Background: an optimization exercise with open tools, aiming at small area and few clock cycles. Do not read the settings as production practice. The RTL was checked by simulation tests, not by an equivalence proof against the original design.

==> inputs of v13 <==
// tic_rx
module tic_rx (
    input  wire        clk,
    input  wire        rst,
    input  wire        in_valid,
    input  wire [7:0]  in_data,
    output wire        in_ready,
    input  wire        chg_clr,
    output reg         ev_valid,
    output reg  [2:0]  ev_kind,
    output wire [4:0]  ev_field,
    output reg         ev_changed,
    output wire [31:0] ev_value,
    output wire [31:0] rec_easf01,
    output wire [31:0] rec_easf02,
    output wire [31:0] rec_irms1,
    output wire [31:0] rec_urms1,
    output wire [31:0] rec_pref,
    output wire [31:0] rec_sinsts,
    output wire [31:0] rec_ntarf,
    output wire [1:0]  rec_ltarf,
    output wire        peak,
    output wire [17:0] chg,
    output wire [31:0] unk_cnt
);
export LEC_CHECK = 0
export ABC_AREA = 1
export CAP_MARGIN = 20
export CORE_MARGIN = 2
export CORE_UTILIZATION = 40
export SLEW_MARGIN = 20
create_clock -name core_clock -period 20.0 [get_ports {clk}]
standard.sh (not shown) runs the stock make flow with config.mk's settings and CLKGATE_MAP_FILE= SYNTH_SCRIPT=/design/flow/synth_recipe.tcl, a recipe that flattens the netlist after the stock synthesis.
==> flow/flow/run.sh <==
#!/bin/bash
# The standard layout (standard.sh), changed in three ways:
#  - synthesis maps the logic with a stronger ABC area script (flow/area.abc);
#    everything else in synthesis, the registers included, is the standard flow's own;
#  - the port buffers are the smallest buffer cell;
#  - the clock tree uses larger sink clusters and no dummy loads.
set -euo pipefail
here=$PWD
export FLOW_SYNTH_TCL=$here/synth_recipe.tcl
export TIC_ABC_SCRIPT=$here/flow/area.abc
export BUFFER_PORTS_ARGS="-buffer_cell sky130_fd_sc_hd__buf_1"
export CTS_ARGS="-sink_clustering_enable -repair_clock_nets -sink_clustering_size 30 -sink_clustering_max_diameter 90 -dont_use_dummy_load"
sed "s#SYNTH_SCRIPT=[^ ]*#SYNTH_SCRIPT=$here/flow/abc_synth.tcl#" standard.sh > flow_standard.sh
grep -q "SYNTH_SCRIPT=$here/flow/abc_synth.tcl" flow_standard.sh
bash flow_standard.sh > standard.log 2>&1
==> flow/flow/abc_synth.tcl <==
# The standard flow's synthesis script, with ABC's technology mapping run on the area script
# named by TIC_ABC_SCRIPT instead of ORFS's abc_area.script (combinational logic only).
proc abc {args} {
  set i [lsearch $args -script]
  if {$i >= 0} { lset args [expr {$i + 1}] $::env(TIC_ABC_SCRIPT) }
  yosys abc {*}$args
}
source $::env(FLOW_SYNTH_TCL)
==> flow/flow/area.abc <==
strash
&get -n
&fraig -x
&put
scorr
dc2
strash
dch -f
map -a
mfs2
strash
dch -f
map -a
mfs2
strash
dch -f
map -a
mfs2
strash
dch -f
map -a
mfs2
strash
dch -f
map -a
topo
stime -c
dnsize -c
==> inputs of v38, as changes to v13 <==
--- a/flow/design.v
+++ b/flow/design.v
@@ -2,11 +2,12 @@
     input  wire        clk,
     input  wire        rst,
     input  wire        start,       
     input  wire        byte_valid,  
     input  wire [7:0]  byte_in,
-    input  wire        finish,      
+    input  wire        mul_mode,    
+    input  wire        check,       
     input  wire        decide,      
     input  wire        in_grp,      
     input  wire        chg_clr,     
     output wire        stall,       
     output reg  [2:0]  res_kind,
@@ -182,20 +183,22 @@
     reg        t2_rest;
     wire       is_sep  = byte_in == SEP;
     wire       dig     = is_digit(byte_in);
     wire       first   = pos == 4'd0;
     wire [3:0] pos_inc = (pos == 4'd15) ? pos : pos + 4'd1;
-    wire [31:0] x_in  = first ? 32'd0 : t1_x;
+    wire        t1_char;
+    wire [31:0] x_in  = (first && mul_mode) ? 32'd0 : t1_x;
     wire [2:0]  x_lo;
     wire        x_lo_c;
-    wire [32:0] x_hi;
-    wire        x_hi_c;
+    wire [32:0] add_b;
+    wire [32:0] add_s;
+    wire        add_co;
     tic_radd #(3)  u_xlo (.a(byte_in[2:0]), .b({x_in[1:0], 1'b0}), .ci(1'b0),
                           .s(x_lo), .co(x_lo_c));
-    tic_radd #(33) u_xhi (.a({1'b0, x_in}), .b({3'd0, x_in[31:2]}), .ci(x_lo_c | byte_in[3]),
-                          .s(x_hi), .co(x_hi_c));
-    wire [35:0] x_mul = {x_hi, x_lo};
+    tic_radd #(33) u_add (.a({1'b0, x_in}), .b(add_b), .ci(mul_mode ? (x_lo_c | byte_in[3]) : 1'b1),
+                          .s(add_s), .co(add_co));
+    wire [35:0] x_mul = {add_s, x_lo};
     wire [4:0]  cand_next = first                ? tag_first :
                             tag_match             ? cand :
                             (byte_in == alt_ch)   ? alt_f : 5'd31;
     wire lit_pk_hit =
         (pos == 4'd0 && byte_in == 8'h48) ||
@@ -222,11 +225,11 @@
         (pos == 4'd8 && byte_in == 8'h45) ||
         (pos == 4'd9 && byte_in == 8'h55) ||
         (pos == 4'd10 && byte_in == 8'h53) ||
         (pos == 4'd11 && byte_in == 8'h45);
     wire tok_char = byte_valid && !cut && byte_in != 8'h00 && !is_sep;
-    wire t1_char  = tok_char && tok == 2'd1;
+    assign t1_char = tok_char && tok == 2'd1;
     wire t2_char  = tok_char && tok == 2'd2;
     always @(posedge clk) begin
         if (start) begin
             cut    <= 1'b0;
             tok    <= 2'd0;
@@ -304,49 +307,49 @@
     wire [31:0] x         = t1_x;
     wire        t1_shape  = (t1_len == 4'd13) && t1_season && t1_rest;
     wire        t2_shape  = tok[1] && t2_13 && t2_season && t2_rest;
     wire        lit_peak  = t1_peak_m && (t1_len == 4'd12);
     wire        lit_off   = t1_off_m  && (t1_len == 4'd12);
-    wire [32:0] e_val  = (f == 5'd8) ? {1'b0, rec_urms1} : est;
-    wire [34:0] d_s;
+    reg  [32:0] old;
+    always @* begin
+        case (f)
+            5'd5:    old = {1'b0, rec_easf01};
+            5'd6:    old = {1'b0, rec_easf02};
+            5'd7:    old = {1'b0, rec_irms1};
+            5'd8:    old = {1'b0, rec_urms1};
+            5'd9:    old = {1'b0, rec_pref};
+            5'd10:   old = decide ? {1'b0, rec_sinsts} : est;
+            default: old = {1'b0, rec_ntarf};
+        endcase
+    end
+    assign add_b = mul_mode ? {3'd0, x_in[31:2]} : ~old;
+    wire [34:0] d_s = {{2{~add_co}}, add_s};
     wire [36:0] d_lo, d_hi;
-    wire        d_sc, d_loc, d_hic;
-    tic_radd #(35) u_ds  (.a({3'd0, x}), .b(~{2'b00, e_val}), .ci(1'b1), .s(d_s), .co(d_sc));
-    tic_radd #(37) u_dlo (.a({d_s, 2'b00}), .b({4'd0, e_val}), .ci(1'b0), .s(d_lo), .co(d_loc));
-    tic_radd #(37) u_dhi (.a({4'd0, e_val}), .b(~{d_s, 2'b00}), .ci(1'b1), .s(d_hi), .co(d_hic));
+    wire        d_loc, d_hic;
+    tic_radd #(37) u_dlo (.a({d_s, 2'b00}), .b({4'd0, old}), .ci(1'b0), .s(d_lo), .co(d_loc));
+    tic_radd #(37) u_dhi (.a({4'd0, old}), .b(~{d_s, 2'b00}), .ci(1'b1), .s(d_hi), .co(d_hic));
     wire        near_c = !d_lo[36] && !d_hi[36];
     reg         near;
+    reg         ge_r;         
     always @(posedge clk)
-        if (finish)
+        if (check) begin
             near <= near_c;
-    reg  [31:0] old;
-    always @* begin
-        case (f)
-            5'd5:    old = rec_easf01;
-            5'd6:    old = rec_easf02;
-            5'd7:    old = rec_irms1;
-            5'd8:    old = rec_urms1;
-            5'd9:    old = rec_pref;
-            5'd10:   old = rec_sinsts;
-            default: old = rec_ntarf;
-        endcase
-    end
-    wire numeric = (f >= 5'd5 && f <= 5'd10) || f == 5'd16;
-    wire [31:0] x_old;
-    wire        x_ge_old;
-    tic_radd #(32) u_xold (.a(x), .b(~old), .ci(1'b1), .s(x_old), .co(x_ge_old));
-    wire x_ne_old = x != old;
+            ge_r <= x_ge_old;
+        end
+    wire numeric  = (f >= 5'd5 && f <= 5'd10) || f == 5'd16;
+    wire x_ge_old = !d_s[34];
+    wire x_ne_old = d_s != 35'd0;
     reg ok;
     always @* begin
         case (f)
             5'd0:  ok = (t1_len == 4'd12) && t1_digits;
             5'd1:  ok = 1'b1;
             5'd2:  ok = t1_shape;
             5'd3:  ok = 1'b1;
             5'd4:  ok = lit_peak || lit_off;
             5'd5, 5'd6:
-                   ok = parse_ok && x_ge_old;
+                   ok = parse_ok && ge_r;
             5'd7:  ok = parse_ok && x != 32'd0;
             5'd8:  ok = parse_ok && x > 32'd150 && (rec_urms1 == 32'd0 || near);
             5'd9:  ok = parse_ok && x != 32'd0 && x != 32'd99;
             5'd10: ok = parse_ok && !est_big && near;
             5'd11, 5'd12, 5'd13, 5'd14:
@@ -367,35 +370,21 @@
             res_kind = EV_REJECT;
         else
             res_kind = EV_ACCEPT;
     end
     assign res_changed = known && ok && changed;
-    assign est_go = upd && changed && (f == 5'd7 || f == 5'd8);
+    assign est_go = upd && (f == 5'd7 || f == 5'd8);
     assign ev_field = (ev_kind == EV_REJECT || ev_kind == EV_ACCEPT) ? f : 5'd0;
     assign ev_value = (ev_kind != EV_ACCEPT || f <= 5'd3 || f == 5'd15) ? 32'd0 :
                       (f == 5'd4) ? {30'd0, lt_new} : x;
     reg [8:0] chg_r;          
     assign chg = {chg_r[8:7], 5'd0, chg_r[6:0], 4'd0};
-    reg [8:0] set_bits;
-    always @* begin
-        set_bits = 9'd0;
-        if (upd && changed) begin
-            case (f)
-                5'd4:  set_bits[0] = 1'b1;
-                5'd5:  set_bits[1] = 1'b1;
-                5'd6:  set_bits[2] = 1'b1;
-                5'd7:  set_bits[3] = 1'b1;
-                5'd8:  set_bits[4] = 1'b1;
-                5'd9:  set_bits[5] = 1'b1;
-                5'd10: set_bits[6] = 1'b1;
-                5'd16: set_bits[7] = 1'b1;
-                default: ;
-            endcase
-            if (peak_flip)
-                set_bits[8] = 1'b1;
-        end
-    end
+    wire       set_ok   = upd && changed;
+    wire [8:0] set_bits = {set_ok && peak_flip,
+                           set_ok && f == 5'd16, set_ok && f == 5'd10, set_ok && f == 5'd9,
+                           set_ok && f == 5'd8,  set_ok && f == 5'd7,  set_ok && f == 5'd6,
+                           set_ok && f == 5'd5,  set_ok && f == 5'd4};
     wire [31:0] x_w = x & {32{~rst}};
     always @(posedge clk) begin
         if (rst || (upd && f == 5'd5))  rec_easf01 <= x_w;
         if (rst || (upd && f == 5'd6))  rec_easf02 <= x_w;
         if (rst || (upd && f == 5'd7))  rec_irms1  <= x_w;
@@ -482,10 +471,12 @@
     reg  [5:0] cursor;                  
     reg  [5:0] sum;                     
     reg  [7:0] last;                    
     reg  [7:0] prev;                    
     reg        dec_p;                   
+    reg        dec_p2;                  
+    reg        short_p;                 
     wire       stall;
     assign in_ready = !stall;
     wire       take     = in_valid && !stall;
     wire [7:0] expect_ck = {1'b0, sum[5], ~sum[5], sum[4:0]};
     wire       is_eog   = in_data == EOG;
@@ -496,21 +487,23 @@
     wire       ck_ok    = last == expect_ck;
     wire       finish   = grp_end && !is_short && ck_ok;
     wire       feed     = store && cursor[5:1] != 5'd0;
     wire       dstart   = store && cursor == 6'd1;
     wire       ovf      = store && cursor == 6'd62;
+    wire       mul_mode = in_grp && cursor[5:1] != 5'd0;
     wire [2:0]  res_kind;
     wire        res_changed;
     wire [31:0] dec_value;
     tic_decoder u_dec (
         .clk        (clk),
         .rst        (rst),
         .start      (dstart),
         .byte_valid (feed),
         .byte_in    (prev),
-        .finish     (finish),
-        .decide     (dec_p),
+        .mul_mode   (mul_mode),
+        .check      (dec_p),
+        .decide     (dec_p2),
         .in_grp     (in_grp),
         .chg_clr    (chg_clr),
         .stall      (stall),
         .res_kind   (res_kind),
         .res_changed(res_changed),
@@ -535,31 +528,42 @@
         if (rst) begin
             in_grp   <= 1'b0;
             sof_seen <= 1'b0;
             ev_valid <= 1'b0;
             dec_p    <= 1'b0;
+            dec_p2   <= 1'b0;
+            short_p  <= 1'b0;
         end else begin
-            ev_valid <= dec_p;
+            ev_valid <= dec_p2 || short_p;
             dec_p    <= finish;
+            dec_p2   <= dec_p;
+            short_p  <= 1'b0;
             if (take && !in_grp && in_data == SOF)
                 sof_seen <= 1'b1;
             if (start)
                 in_grp <= 1'b1;
             if (grp_end || ovf) begin
-                in_grp   <= 1'b0;
-                ev_valid <= !finish;
+                in_grp <= 1'b0;
+                if (!finish) begin
+                    if (dec_p2)
+                        short_p  <= 1'b1;
+                    else
+                        ev_valid <= 1'b1;
+                end
             end
         end
     end
     always @(posedge clk) begin
-        if (grp_end)
+        if (dec_p2)
+            ev_kind <= res_kind;
+        else if (short_p)
+            ev_kind <= EV_SHORT;
+        else if (grp_end)
             ev_kind <= is_short ? EV_SHORT : EV_CKFAIL;
         else if (ovf)
             ev_kind <= EV_OVERFLOW;
-        else if (dec_p)
-            ev_kind <= res_kind;
-        ev_changed <= dec_p && res_changed;
+        ev_changed <= dec_p2 && res_changed;
         if (start) begin
             cursor <= 6'd0;
             sum    <= 6'd0;
         end else if (store) begin
             if (cursor != 6'd0)
--- a/flow/flow/run.sh
+++ b/flow/flow/run.sh
@@ -7,9 +7,9 @@
 set -euo pipefail
 here=$PWD
 export FLOW_SYNTH_TCL=$here/synth_recipe.tcl
 export TIC_ABC_SCRIPT=$here/flow/area.abc
 export BUFFER_PORTS_ARGS="-buffer_cell sky130_fd_sc_hd__buf_1"
-export CTS_ARGS="-sink_clustering_enable -repair_clock_nets -sink_clustering_size 30 -sink_clustering_max_diameter 90 -dont_use_dummy_load"
+export CTS_ARGS="-sink_clustering_enable -repair_clock_nets -sink_clustering_size 26 -sink_clustering_max_diameter 120 -dont_use_dummy_load"
 sed "s#SYNTH_SCRIPT=[^ ]*#SYNTH_SCRIPT=$here/flow/abc_synth.tcl#" standard.sh > flow_standard.sh
 grep -q "SYNTH_SCRIPT=$here/flow/abc_synth.tcl" flow_standard.sh
 bash flow_standard.sh > standard.log 2>&1
--- a/flow/config.mk
+++ b/flow/config.mk
@@ -6,7 +6,7 @@
 export NUM_CORES = 4
 export LEC_CHECK = 0
 export ABC_AREA = 1
 export CAP_MARGIN = 20
 export CORE_MARGIN = 2
-export CORE_UTILIZATION = 40
+export CORE_UTILIZATION = 60
 export SLEW_MARGIN = 20
==> inputs of v23, as changes to v13 <==
--- a/flow/design.v
+++ b/flow/design.v
@@ -373,29 +373,15 @@
     assign ev_field = (ev_kind == EV_REJECT || ev_kind == EV_ACCEPT) ? f : 5'd0;
     assign ev_value = (ev_kind != EV_ACCEPT || f <= 5'd3 || f == 5'd15) ? 32'd0 :
                       (f == 5'd4) ? {30'd0, lt_new} : x;
     reg [8:0] chg_r;          
     assign chg = {chg_r[8:7], 5'd0, chg_r[6:0], 4'd0};
-    reg [8:0] set_bits;
-    always @* begin
-        set_bits = 9'd0;
-        if (upd && changed) begin
-            case (f)
-                5'd4:  set_bits[0] = 1'b1;
-                5'd5:  set_bits[1] = 1'b1;
-                5'd6:  set_bits[2] = 1'b1;
-                5'd7:  set_bits[3] = 1'b1;
-                5'd8:  set_bits[4] = 1'b1;
-                5'd9:  set_bits[5] = 1'b1;
-                5'd10: set_bits[6] = 1'b1;
-                5'd16: set_bits[7] = 1'b1;
-                default: ;
-            endcase
-            if (peak_flip)
-                set_bits[8] = 1'b1;
-        end
-    end
+    wire       set_ok   = upd && changed;
+    wire [8:0] set_bits = {set_ok && peak_flip,
+                           set_ok && f == 5'd16, set_ok && f == 5'd10, set_ok && f == 5'd9,
+                           set_ok && f == 5'd8,  set_ok && f == 5'd7,  set_ok && f == 5'd6,
+                           set_ok && f == 5'd5,  set_ok && f == 5'd4};
     wire [31:0] x_w = x & {32{~rst}};
     always @(posedge clk) begin
         if (rst || (upd && f == 5'd5))  rec_easf01 <= x_w;
         if (rst || (upd && f == 5'd6))  rec_easf02 <= x_w;
         if (rst || (upd && f == 5'd7))  rec_irms1  <= x_w;
--- a/flow/flow/run.sh
+++ b/flow/flow/run.sh
@@ -7,9 +7,9 @@
 set -euo pipefail
 here=$PWD
 export FLOW_SYNTH_TCL=$here/synth_recipe.tcl
 export TIC_ABC_SCRIPT=$here/flow/area.abc
 export BUFFER_PORTS_ARGS="-buffer_cell sky130_fd_sc_hd__buf_1"
-export CTS_ARGS="-sink_clustering_enable -repair_clock_nets -sink_clustering_size 30 -sink_clustering_max_diameter 90 -dont_use_dummy_load"
+export CTS_ARGS="-sink_clustering_enable -repair_clock_nets -sink_clustering_size 26 -sink_clustering_max_diameter 120 -dont_use_dummy_load"
 sed "s#SYNTH_SCRIPT=[^ ]*#SYNTH_SCRIPT=$here/flow/abc_synth.tcl#" standard.sh > flow_standard.sh
 grep -q "SYNTH_SCRIPT=$here/flow/abc_synth.tcl" flow_standard.sh
 bash flow_standard.sh > standard.log 2>&1
==> inputs of v19, as changes to v13 <==
==> flow/flow/run.sh (replaced) <==
#!/bin/bash
# Standard layout, with the port buffers made from the smallest buffer cell and a
# clock tree of larger sink clusters without dummy loads.
set -euo pipefail
export BUFFER_PORTS_ARGS="-buffer_cell sky130_fd_sc_hd__buf_1"
export CTS_ARGS="-sink_clustering_enable -repair_clock_nets -sink_clustering_size 26 -sink_clustering_max_diameter 120 -dont_use_dummy_load"
bash standard.sh > standard.log 2>&1
removed: flow/flow/abc_synth.tcl
removed: flow/flow/area.abc
==> summary of the runs <==
The highest worst hold slack belongs to v23, the lowest to v13. In v38 the clock skew is higher than in v19, by 16 ps. In v13 the synthesized cell count is higher than in v23, by 1.1%. Critical path depth is the same in v23 and v19. The highest non-clock buffer count belongs to v38, the lowest to v19.
Testbench counts of v13, summed over its fixed seeds: cycles 20,863.
Testbench counts of v38, summed over its fixed seeds: cycles 20,888.
Testbench counts of v23, summed over its fixed seeds: cycles 20,863.
Testbench counts of v19, summed over its fixed seeds: cycles 20,863.

## static timing again, ports no longer ideal
Ports are ideal in the flow. The routed layouts listed here were re-timed in OpenROAD.
Step 1, drivers: a clkbuf_16 drives clk and a buf_2 each remaining input, both assumed.
Step 2 moves the port delays by t, midway between the first and last clock arrival at a register: inputs arrive t later, outputs are due t later. That takes back most of the time a late clock gives input paths.
Slacks: ideal ports / drivers / drivers and shift; pairs: ideal ports / drivers.
run	t (ns)	setup WS [ns]	latest minus earliest clock arrival (ns)	slew at the worst register clock pin (ns)	worst slew at a driven data input, ns
v13	0.611	2.664 / 2.664 / 2.664	0.120 / 0.119	0.11 / 0.11	0.04
v38	0.589	2.582 / 2.582 / 2.582	0.066 / 0.066	0.11 / 0.11	0.04
v23	0.583	3.665 / 3.665 / 3.665	0.115 / 0.115	0.12 / 0.12	0.04
v19	0.619	3.442 / 3.442 / 3.442	0.051 / 0.050	0.12 / 0.12	0.05
After both steps every run listed still meets setup and hold.
